This design comes from an exercise in tuning for small area, a short achievable clock period and few clock cycles on the open sky130 flow, not from production work.
RTL that was checked went through simulation tests only; none was proved equivalent to the original.
Power and IR drop assume default switching activity.

## old
==> flow/design.v (excerpt) <==
module wirecodec (
    input             clk,
    input             rst,
    input             cmd_valid,
    output            cmd_ready,
    input      [15:0] cmd_word,
    input      [31:0] cmd_arg,
    input      [15:0] cmd_len,
    input             din_valid,
    output            din_ready,
    input       [7:0] din_data,
    output            dout_valid,
    input             dout_ready,
    output      [7:0] dout_data,
    output            rsp_valid,
    input             rsp_ready,
    output      [3:0] rsp_status,
    output     [31:0] rsp_rval,
    output     [11:0] mem_raddr,
    input       [7:0] mem_rdata,
    output            mem_we,
    output     [11:0] mem_waddr,
    output      [7:0] mem_wdata
);
==> flow/config.mk <==
export PLATFORM = sky130hd
export DESIGN_NAME = wirecodec
export DESIGN_NICKNAME = wirecodec
export VERILOG_FILES = /design/flow/design.v
export SDC_FILE = /design/flow/constraint.sdc
export NUM_CORES = 4
export LEC_CHECK = 0
export ABC_AREA = 1
export CAP_MARGIN = 20
export CORE_MARGIN = 2
export CORE_UTILIZATION = 40
export SETUP_SLACK_MARGIN = 4.6
export SLEW_MARGIN = 20
==> flow/constraint.sdc <==
create_clock -name core_clock -period 8.0 [get_ports {clk}]
set_input_delay 1.6000 -clock core_clock [delete_from_list [all_inputs] [get_ports {clk}]]
set_output_delay 1.6000 -clock core_clock [all_outputs]
set_load 0.01 [all_outputs]
standard.sh (not shown) runs the stock make flow with config.mk's settings and CLKGATE_MAP_FILE= SYNTH_SCRIPT=/design/flow/synth_recipe.tcl, a recipe that flattens the netlist after the stock synthesis.
==> flow/flow/run.sh <==
#!/bin/bash
# Standard ORFS layout (standard.sh), with the port buffers made from
# sky130_fd_sc_hd__buf_2 instead of the resizer's default choice.
set -euo pipefail
export BUFFER_PORTS_ARGS="-buffer_cell sky130_fd_sc_hd__buf_2"
bash standard.sh > standard_flow.log 2>&1
Testbench counts of old, summed over its fixed seeds: cycles 337,368.
Edits applied to the flow inputs when going from old to new:
--- a/flow/design.v
+++ b/flow/design.v
@@ -143,14 +143,13 @@
     wire d_lim8  = (op == OP_SET_SRC);
     wire d_lim16 = (op == OP_SET_DST) || (op == OP_CFG_SET_ADDR);
     wire d_below = d_lim8  ? (dp < 11'd8) :
                    d_lim16 ? (dp < 11'd16) : (dp < 11'd1044);
     wire d_wen   = d_writer && d_below;
     wire [1:0] wslot = (op == OP_CFG_SET_ADDR) ? 2'd3 :
-                       ((op == OP_SET_SRC) || (op == OP_SET_DST) ||
-                        (op == OP_SET_PAYLOAD)) ? fsr : scr;
+                       ((op == OP_SET_SRC) || (op == OP_SET_DST)) ? fsr : scr;
     wire d_jump  = (op == OP_NEW) || (op == OP_MAKE);
     wire [10:0] dp_inc = dp + 11'd1;
     wire [10:0] dp_adv = (d_jump && dp == 11'd15) ? 11'd20 : dp_inc;
     wire din_fire = (st == S_DIN) && din_valid;
     wire [10:0] dp_after = d_wen ? dp_adv : dp;
     wire [10:0] lenv     = dp - 11'd20;       
@@ -181,14 +180,14 @@
             S_IDLE: begin
                 wa_s = (in_op == OP_CFG_SET_PORT) ? 2'd3 :
                        (in_op == OP_NEW || in_op == OP_MAKE) ? scr : in_fsr;
                 wa_p = (in_op == OP_MAKE || in_op == OP_SET_FLAGS) ? 11'd17 : 11'd16;
             end
             S_DIN, S_PAD: wa_s = wslot;
-            S_HDR:  begin wa_s = wslot; wa_p = rp; end
-            S_COPY: wa_p[3] = 1'b0;
+            S_HDR:  wa_p = rp;
+            S_COPY: if (op == OP_MAKE) wa_p[3] = 1'b0;
             S_RD2:  begin wa_s = rs; wa_p = 11'd17; end
             default: ;
         endcase
     end
     wire o_fire  = dv && dout_ready;
     wire o_stall = dv && !dout_ready;
@@ -381,32 +380,30 @@
                 end
             end
             S_HDR: begin
                 we_r <= 1'b1;
                 rp   <= rp + 11'd1;
                 if (rp[1:0] == 2'd3) begin
-                    if (op == OP_MAKE) begin
+                    if (op == OP_NEW) begin
+                        if (rr) fs1 <= scr; else fs0 <= scr;
+                        st <= S_RSP;
+                    end else begin
                         st   <= S_COPY;
                         infl <= 1'b0;
-                        rs   <= 2'd3;
-                        rp   <= 11'd8;
-                    end else begin
-                        if (op == OP_NEW) begin
-                            if (rr) fs1 <= scr; else fs0 <= scr;
-                        end
-                        st <= S_RSP;
+                        rs   <= (op == OP_MAKE) ? 2'd3 : fsr;
+                        rp   <= (op == OP_MAKE) ? 11'd8 : 11'd0;
                     end
                 end
             end
             S_COPY: begin
                 rp   <= rp + 11'd1;
                 dp   <= rp;
                 infl <= 1'b1;
                 if (infl) begin
                     we_r <= 1'b1;
-                    if (dp == 11'd16) begin
+                    if (dp == ((op == OP_MAKE) ? 11'd16 : 11'd17)) begin
                         if (rr) fs1 <= scr; else fs0 <= scr;
                         st <= S_RSP;
                     end
                 end
             end
             S_POST: begin
## What came out
- Clock tree skew after final layout in new vs old: down 0.010 ns
- Between new and old, the flip-flop and latch count does not differ in any meaningful way.
- Compared with old, maximum number of pins on one net before global-route repair in new increased by more than 10%.
- Count of instances resized after the clock tree is built down 26 in new wrt old
- In new the number of vias per cell after detailed routing turned out 0.078 lower than in old.
- Min number of setup buffers added after CTS across new and old: new
- Compared with old, new shows met3 wire length lower by about 12%.
- Number of multi-input combinational cells in new is about 4% lower than in old
- new has sum of internal, switching and leakage power above what old had.
- Compared with old, new shows gate count after technology mapping lower by about 3%.
- Diff new and old: proportion of total power due to net switching higher in old
Testbench counts of new, summed over its fixed seeds: cycles 337,368.


wirecodec with an RTL version that a note above also has.
For scale: roughly 2,200 cells after synthesis, ~120 flip-flops, ~170 I/O pins, roughly 0.014 mm² of cells after synthesis.
clock: 8.0 ns
lec_check: 0
abc_area: 1
cap_margin: 20
core_margin: 2
core_utilization: 40
setup_slack_margin: 4.6
slew_margin: 20
run.sh (not shown) runs the stock make flow with config.mk's settings and CLKGATE_MAP_FILE= SYNTH_SCRIPT=/design/flow/synth_recipe.tcl, a recipe that flattens the netlist after the stock synthesis.
Stock flow here: none of the scripts above is used.
Testbench counts at the start, summed over its fixed seeds: cycles 337,368.
Next try:
--- a/flow/design.v
+++ b/flow/design.v
@@ -194,27 +194,27 @@
     wire o_lenop = (op == OP_ENCODE) || (op == OP_XNEXT);
     reg [15:0] rem_o;
     always @(*) begin
         rem_o = rem - 16'd1;
         if (o_lenop && dp == 11'd18) rem_o = {5'd0, dreg[2:0], 8'd1};
         if (o_lenop && dp == 11'd19) rem_o = {5'd0, rem[10:8], dreg};
     end
     wire o_last = (o_lenop && dp == 11'd19) ? ({rem[10:8], dreg} == 11'd0) :
                   (!(o_lenop && dp == 11'd18) && rem == 16'd1);
     wire o_done = o_fire && o_last;
     wire [10:0] pl      = tmp[10:0];
-    wire        p_cmp   = ({5'd0, pl} <= rem);
-    wire        p_ok    = !tmp[11] && !(pl[10] && |pl[9:0]) &&
-                          (dp > 11'd20 ? ph : (dp == 11'd20 && p_cmp));
+    wire [11:0] p_diff  = {1'b0, dp} - {1'b0, pl};
+    wire        p_ok    = !tmp[11] && !(pl[10] && |pl[9:0]) && !ph &&
+                          (rp >= 11'd20);
     wire        c_eq    = (wd_r == mem_rdata);
-    wire        x_ok  = !ft_q && !rem[11] && (rem[10:0] <= tmp[10:0]);
+    wire        x_ok  = !ft_q && (rem[15:11] == 5'd0) && (rem[10:0] <= tmp[10:0]);
     assign cmd_ready  = idle;
     assign din_ready  = (st == S_DIN);
     assign dout_valid = dv;
     assign dout_data  = dreg;
     assign rsp_valid  = (st == S_RSP);
     assign rsp_status = stat;
     assign rsp_rval   = {20'd0, tmp};
     assign mem_we     = we_r;
     assign mem_waddr  = wa_r;
     assign mem_wdata  = wd_r;
     task setup;
@@ -344,23 +344,22 @@
                         cmd_len == 16'd0 && sact) begin
                         st <= S_RDS;
                         stat <= ST_OK;
                         dp <= 11'd1;
                         rs <= fs0;
                         rp <= rp + 11'd1;
                     end
                 end
             end
             S_DEC: setup(dp, rem == 16'd0);
             S_DIN: begin
-                if (dp == 11'd20) ph <= p_cmp;
                 if (din_valid) begin
                     rem <= rem - 16'd1;
                     if (d_wen) begin
                         we_r <= 1'b1;
                         dp   <= dp_adv;
                         rp   <= dp_adv;
                         if (dp == 11'd18) tmp[11:8] <= {|din_data[7:3], din_data[2:0]};
                         if (dp == 11'd19) tmp[7:0]  <= din_data;
                     end
                     if (rem == 16'd1)
                         setup(dp_after, 1'b0);
@@ -399,22 +398,27 @@
                 dp   <= rp;
                 infl <= 1'b1;
                 if (infl) begin
                     we_r <= 1'b1;
                     if (dp == ((op == OP_MAKE) ? 11'd16 : 11'd17)) begin
                         if (rr) fs1 <= scr; else fs0 <= scr;
                         st <= S_RSP;
                     end
                 end
             end
             S_POST: begin
+                rp <= p_diff[10:0];
+                ph <= p_diff[11];
+                st <= S_POST1;
+            end
+            S_POST1: begin
                 if (p_ok) begin
                     if (op == OP_RX && vv && !(fa_q && ft_q)) begin
                         stat <= ST_DISCARD;
                         tmp  <= {8'd0, 1'b1, fa_q & ft_q, ft_q, fa_q};
                     end else begin
                         if (rr) begin fs1 <= scr; v1 <= 1'b1; end
                         else    begin fs0 <= scr; v0 <= 1'b1; sact <= 1'b0; end
                         tmp <= (op == OP_RX) ? {8'd0, 1'b1, fa_q & ft_q, ft_q, fa_q}
                                              : {1'b0, pl};
                     end
                     st <= S_RSP;
@@ -497,34 +501,34 @@
                             st   <= S_DOUT;
                             rem  <= {5'd0, tmp[10:8], mem_rdata};
                             dp   <= 11'd0;
                             infl <= 1'b1;
                             dv   <= 1'b0;
                         end
                     end
                 end else begin
                     case (dp[2:0])
                         3'd0: ;
                         3'd1: begin
-                            rem[15:8] <= {5'd0, mem_rdata[2:0]};
+                            rem[15:8] <= mem_rdata;
                             ft_q <= |mem_rdata[7:3];
                             rp <= 11'd18;
                         end
                         3'd2: rem[7:0] <= mem_rdata;
                         3'd3: begin
                             tmp[11:8] <= {1'b0, mem_rdata[2:0]};
                             rp <= soff + 11'd20;
                         end
                         3'd4: begin
                             tmp[7:0] <= mem_rdata;
-                            rem <= {4'd0, rem[11:0] + {1'b0, rp}};
+                            rem <= rem + {5'd0, rp};
                         end
                         default: begin
                             if (x_ok) begin
                                 st   <= S_DOUT;
                                 dreg <= mem_rdata;
                                 dv   <= 1'b1;
                                 infl <= 1'b1;
                                 rem  <= 16'd20;
                                 dp   <= 11'd0;
                                 tmp  <= {1'b0, soff};
                                 soff <= rem[10:0];
After rerunning:
- The new run finished clean
- clock skew stays flat
- power drops by 4.2%
- utilization climbs by 0.92 points
- design area climbs by 2.1%
- die area climbs by 0.66%
- sequential power stays flat
- sequential share of layout area drops by 0.39 points
- wire length climbs by 5.8%
- global-route usage climbs by 2.2 points
- clock-buffer cell count drops by 2
- sequential cell count does not change
- register-to-register slack hardly moves
- maximum frequency is about the same
Function not checked in the second run of this note: the RTL went through the layout flow alone.

[static timing again, ports no longer ideal]
The flow's constraints put no driver on any port. The routed layouts listed below were extracted and timed again, unchanged, in two steps.
Step 1 assumes that a clkbuf_16 drives the clock port and a buf_2 every other input.
Step 2 adds t to the input delays and takes it off the output delays; t is the mean of the earliest and latest rising clock arrival at the registers after step 1. Input paths then give back, and output paths get back, about the clock's delay inside the block.
a / b / c = no drivers / after step 1 / after step 2; a / b = the first two.
run | t (ns) | setup slack, ns | worst register clock-pin slew, ns
old | 0.524 | 4.553 / 4.553 / 4.136 | 0.07 / 0.07
new | 0.502 | 4.636 / 4.581 / 4.223 | 0.06 / 0.06
the first run of note 2 | 0.512 | 4.573 / 4.573 / 4.207 | 0.07 / 0.07
the second run of note 2 | 0.511 | 4.583 / 4.553 / 4.143 | 0.07 / 0.07
After both steps setup and hold are still met in every run listed. The setup slack of the second run of note 2, which loses most, moves by -0.030 ns with the drivers and by -0.440 ns with both steps.
